What follows belongs to an exercise in optimizing a design on an open flow for small area; a production flow would make more cautious choices.
Where RTL was checked, it was by simulation tests only, not by an equivalence proof against the original.
No activity file was given, so power comes from the tool's default toggle rates.

## tr1_demod
module tr1_demod (
    input  wire               clk,
    input  wire               rst,         
    input  wire               start,       
    input  wire [1:0]         car,         
    input  wire [1:0]         lc,          
    input  wire               in_valid,
    input  wire signed [11:0] in_sample,
    input  wire               finish,      
    output wire               lv_valid,
    output wire [1:0]         lv_count,    
    output reg  [5:0]         lv_data,     
    output wire               done,
    output wire [7:0]         status       
);
    localparam [1:0] CAR_ASK = 2'd0, CAR_FSK = 2'd1, CAR_QAM = 2'd2;
    localparam [1:0] LC_NRZ = 2'd0, LC_MAN = 2'd1, LC_AMI = 2'd2;
    localparam [1:0] LV_ZERO = 2'b00, LV_POS = 2'b01, LV_NEG = 2'b11;
    reg       active;
    reg [1:0] cur_car;
    reg [1:0] cur_lc;
    reg       cfg_err;
    reg       sig_err;
    reg       fin_pending;
    reg       pol_neg;           
    reg [3:0] lo;
    reg       down;
    reg       half;
    reg       wh;
    wire take  = active & in_valid & ~cfg_err & ~sig_err;
    wire first = ~down & (lo == 4'd0) & ~half & ~wh;
    wire last  = down & (lo == 4'd1) & half & wh;
    wire [4:0] fidx = {half, lo};
    wire [59:0] from;
    assign from[0] = (fidx == 5'd20) | (fidx == 5'd26);
    assign from[1] = (fidx == 5'd1) | (fidx == 5'd3) | (fidx == 5'd17) | (fidx == 5'd21) | (fidx == 5'd27);
    assign from[2] = (fidx == 5'd1) | (fidx == 5'd2) | (fidx == 5'd3) | (fidx == 5'd5) | (fidx == 5'd10) | (fidx == 5'd17) | (fidx == 5'd18) | (fidx == 5'd19) | (fidx == 5'd22);
    assign from[3] = (fidx == 5'd7) | (fidx == 5'd8) | (fidx == 5'd22) | (fidx == 5'd25);
    assign from[4] = (fidx == 5'd25) | (fidx == 5'd26) | (fidx == 5'd27) | (fidx == 5'd28);
    assign from[5] = (fidx == 5'd3) | (fidx == 5'd5) | (fidx == 5'd6) | (fidx == 5'd7) | (fidx == 5'd8) | (fidx == 5'd9) | (fidx == 5'd11) | (fidx == 5'd12) | (fidx == 5'd19) | (fidx == 5'd21) | (fidx == 5'd22) | (fidx == 5'd23) | (fidx == 5'd24) | (fidx == 5'd25) | (fidx == 5'd27) | (fidx == 5'd28);
  ...
clock: 16.0 ns
lec_check: 0
cap_margin: 10
core_margin: 2
core_utilization: 40
cts_buf_list: sky130_fd_sc_hd__clkbuf_8
cts_cluster_diameter: 60
cts_cluster_size: 18
gpl_timing_driven: 0
slew_margin: 0
standard.sh (not shown) runs the stock make flow with config.mk's settings and CLKGATE_MAP_FILE= SYNTH_SCRIPT=/design/flow/synth_recipe.tcl, a recipe that flattens the netlist after the stock synthesis.
==> flow/flow/run.sh <==
#!/bin/bash
# Layout flow:
#  1. the standard synthesis (standard.sh), unchanged;
#  2. flow/polarity.py: each full adder of the netlist is used as is or with
#     all pins complemented (a full adder is self-dual), to need the fewest
#     inverters next to full adders, half adders and flip-flops;
#  3. Yosys/ABC re-map the plain logic gates (flow/remap.abc, area mapping);
#     flip-flops, full and half adders and tie cells stay as they are, so
#     every register keeps its name and cell;
#  4. the standard layout from that netlist, with buf_1 port buffers and
#     a clock tree of clkbuf_8 without dummy loads.
# Each tool's output goes to a log file of its own in this folder.
set -euo pipefail
W=$(pwd)
R=$W/orfs/results/sky130hd/tr1_demod/base
LIB=$FLOW_HOME/platforms/sky130hd/lib/sky130_fd_sc_hd__tt_025C_1v80.lib
CTS="-sink_clustering_enable -repair_clock_nets -sink_clustering_size 10 -sink_clustering_max_diameter 40 -buf_list sky130_fd_sc_hd__clkbuf_4 -dont_use_dummy_load"
PORTS="-buffer_cell sky130_fd_sc_hd__buf_1"

bash standard.sh "$R/1_2_yosys.v" > synth.log 2>&1
cp "$R/1_2_yosys.v" "$R/1_2_yosys.std.v"

python3 flow/polarity.py "$R/1_2_yosys.std.v" "$R/1_2_yosys.pol.v" 20 --free-logic > polarity.log 2>&1

DU=$(sed 's/^/-dont_use /' flow/dont_use.txt | tr '\n' ' ')
printf 'set_driving_cell sky130_fd_sc_hd__buf_1\nset_load 5\n' > abc.constr
# functional models of the plain logic cells, for Yosys to flatten
cat > models.ys <<EOY
read_liberty -ignore_miss_func $LIB
delete sky130_fd_sc_hd__fa_* sky130_fd_sc_hd__ha_* sky130_fd_sc_hd__*df* sky130_fd_sc_hd__conb_1 sky130_fd_sc_hd__dl* sky130_fd_sc_hd__*lpflow* sky130_fd_sc_hd__e* sky130_fd_sc_hd__decap* sky130_fd_sc_hd__diode* sky130_fd_sc_hd__probe* sky130_fd_sc_hd__macro* sky130_fd_sc_hd__sdf* sky130_fd_sc_hd__fah* sky130_fd_sc_hd__maj3*
write_verilog -noattr $W/models.v
EOY
yosys -l models.log models.ys > /dev/null 2>&1

cat > remap.ys <<EOY
read_liberty -lib $LIB
read_verilog -overwrite $W/models.v
read_verilog $R/1_2_yosys.pol.v
hierarchy -check -top $FLOW_TOP
flatten -noscopeinfo
simplemap
opt -fast
opt_clean -purge
abc -script $W/flow/remap.abc -liberty $LIB $DU -constr $W/abc.constr -D $FLOW_PERIOD_NS
opt_clean -purge
setundef -zero
hilomap -singleton -hicell sky130_fd_sc_hd__conb_1 HI -locell sky130_fd_sc_hd__conb_1 LO
splitnets
opt_clean -purge
insbuf -buf sky130_fd_sc_hd__buf_4 A X
stat -liberty $LIB
write_verilog -noattr -nohex -nodec $R/1_2_yosys.remap.v
EOY
yosys -l remap.log remap.ys > /dev/null 2>&1

cp "$R/1_2_yosys.remap.v" "$R/1_2_yosys.v"
touch "$R/1_2_yosys.v"
bash standard.sh "CTS_ARGS=$CTS" "BUFFER_PORTS_ARGS=$PORTS" finish > layout.log 2>&1
Other scripts of this flow, unchanged in this note and not shown: flow/flow/dont_use.txt, flow/flow/polarity.py, flow/flow/remap.abc
Then changed:
--- a/flow/design.v
+++ b/flow/design.v
@@ -163,21 +163,21 @@
     tr1_mac u_mac2 (.base(base2), .x(xg), .tk(take), .neg(d2[14:10]), .one(d2[9:5]), .two(d2[4:0]), .sum(sum2));
     tr1_mac u_mac3 (.base(base3), .x(xg), .tk(take), .neg(d3[14:10]), .one(d3[9:5]), .two(d3[4:0]), .sum(sum3));
     tr1_mac u_mac4 (.base(base4), .x(xg), .tk(take), .neg(d4[14:10]), .one(d4[9:5]), .two(d4[4:0]), .sum(sum4));
     reg        [53:0] xr;        
     reg signed [26:0] y1, y2;
     reg        [28:0] hacc;      
     reg               sticky;    
     reg               hbusy;
     reg        [5:0]  hstep;
     reg               dvalid;    
-    wire        [26:0] hterm = xr[0] ? (hstep[0] ? y2 : y1) : 27'd0;
+    wire        [26:0] hterm = xr[0] ? y1 : 27'd0;
     wire               hneg  = (hstep[5:1] == 5'd26);
     wire        [26:0] ht    = hterm ^ {27{hneg}};
     wire        [28:0] hsum;
     wire h_0 = hacc[0] ^ ht[0];
     wire h_1 = h_0 ^ hneg;
     wire h_2 = (hacc[0] & ht[0]) | (h_0 & hneg);
     wire h_3 = h_2 ^ hacc[1];
     wire h_4 = h_3 ^ ht[1];
     wire h_5 = (h_2 & hacc[1]) | (h_3 & ht[1]);
     wire h_6 = h_5 ^ hacc[2];
@@ -333,20 +333,22 @@
                    sum3[17], sum1[17], sum3[16], sum1[16], sum3[15], sum1[15],
                    sum3[14], sum1[14], sum3[13], sum1[13], sum3[12], sum1[12],
                    sum3[11], sum1[11], sum3[10], sum1[10], sum3[9],  sum1[9],
                    sum3[8],  sum1[8],  sum3[7],  sum1[7],  sum3[6],  sum1[6],
                    sum3[5],  sum1[5],  sum3[4],  sum1[4],  sum3[3],  sum1[3],
                    sum3[2],  sum1[2],  sum3[1],  sum1[1],  sum3[0],  sum1[0]};
             y1 <= sum2;
             y2 <= sum4;
         end else begin
             xr <= xr >> 1;
+            y1 <= y2;
+            y2 <= y1;
         end
         if (take & last) begin
             c_s  <= 1'b0;
             c_d  <= 1'b1;
             nz_s <= 1'b0;
             nz_d <= 1'b0;
         end else if (hbusy & ~hstep[0]) begin
             c_s  <= (xr[0] & xr[1]) | (xr[0] & c_s) | (xr[1] & c_s);
             c_d  <= (xr[0] & ~xr[1]) | (xr[0] & c_d) | (~xr[1] & c_d);
             nz_s <= nz_s | s_bit;
=> Area after synthesis is lower by 0.95%. Total power is lower by 0.68%. Cell area is lower by 1.4%. Global-route usage is higher by 0.82 points. Non-clock buffer count is lower by 11. Combinational power barely changes. Count of clock-buffer cells in the layout is higher by 1. Via count is higher by 1.9%. Maximum frequency is lower by 1.5%. Register-to-register slack gets better by 0.15 ns. Wire length is higher by 2.2%. Synthesized cell count is higher by 4.7%.
Only the layout flow was run in the first run of this note; the RTL was not checked for function there.

## port drivers added, routing unchanged
The results above use ideal ports. As a check the final layouts listed here were re-extracted and re-timed, cells and wires unchanged. Step 1 sets driving cells, clkbuf_16 on the clock port and buf_2 on the other inputs (assumed; they add their load-dependent delay and slew). Step 2 adds t to the input delays and takes it off the output delays; t is the mean of the earliest and latest rising clock arrival at the registers after step 1. Input paths then give back, and output paths get back, about the clock's delay inside the block. a / b / c = no drivers / after step 1 / after step 2; a / b = the first two.
run	t (ns)	setup slack, ns	hold slack, ns	worst data-port slew with drivers (ns)
the first run	0.836	0.609 / 0.622 / -0.213	0.414 / 0.414 / 0.414	0.04
the second run	0.822	0.380 / 0.406 / -0.416	0.383 / 0.383 / 0.383	0.04
Met with ideal ports but missed after step 2: setup timing in the first run and the second run. For the first run, which loses most, drivers alone change the setup slack by +0.013 ns; drivers and shift together by -0.822 ns.
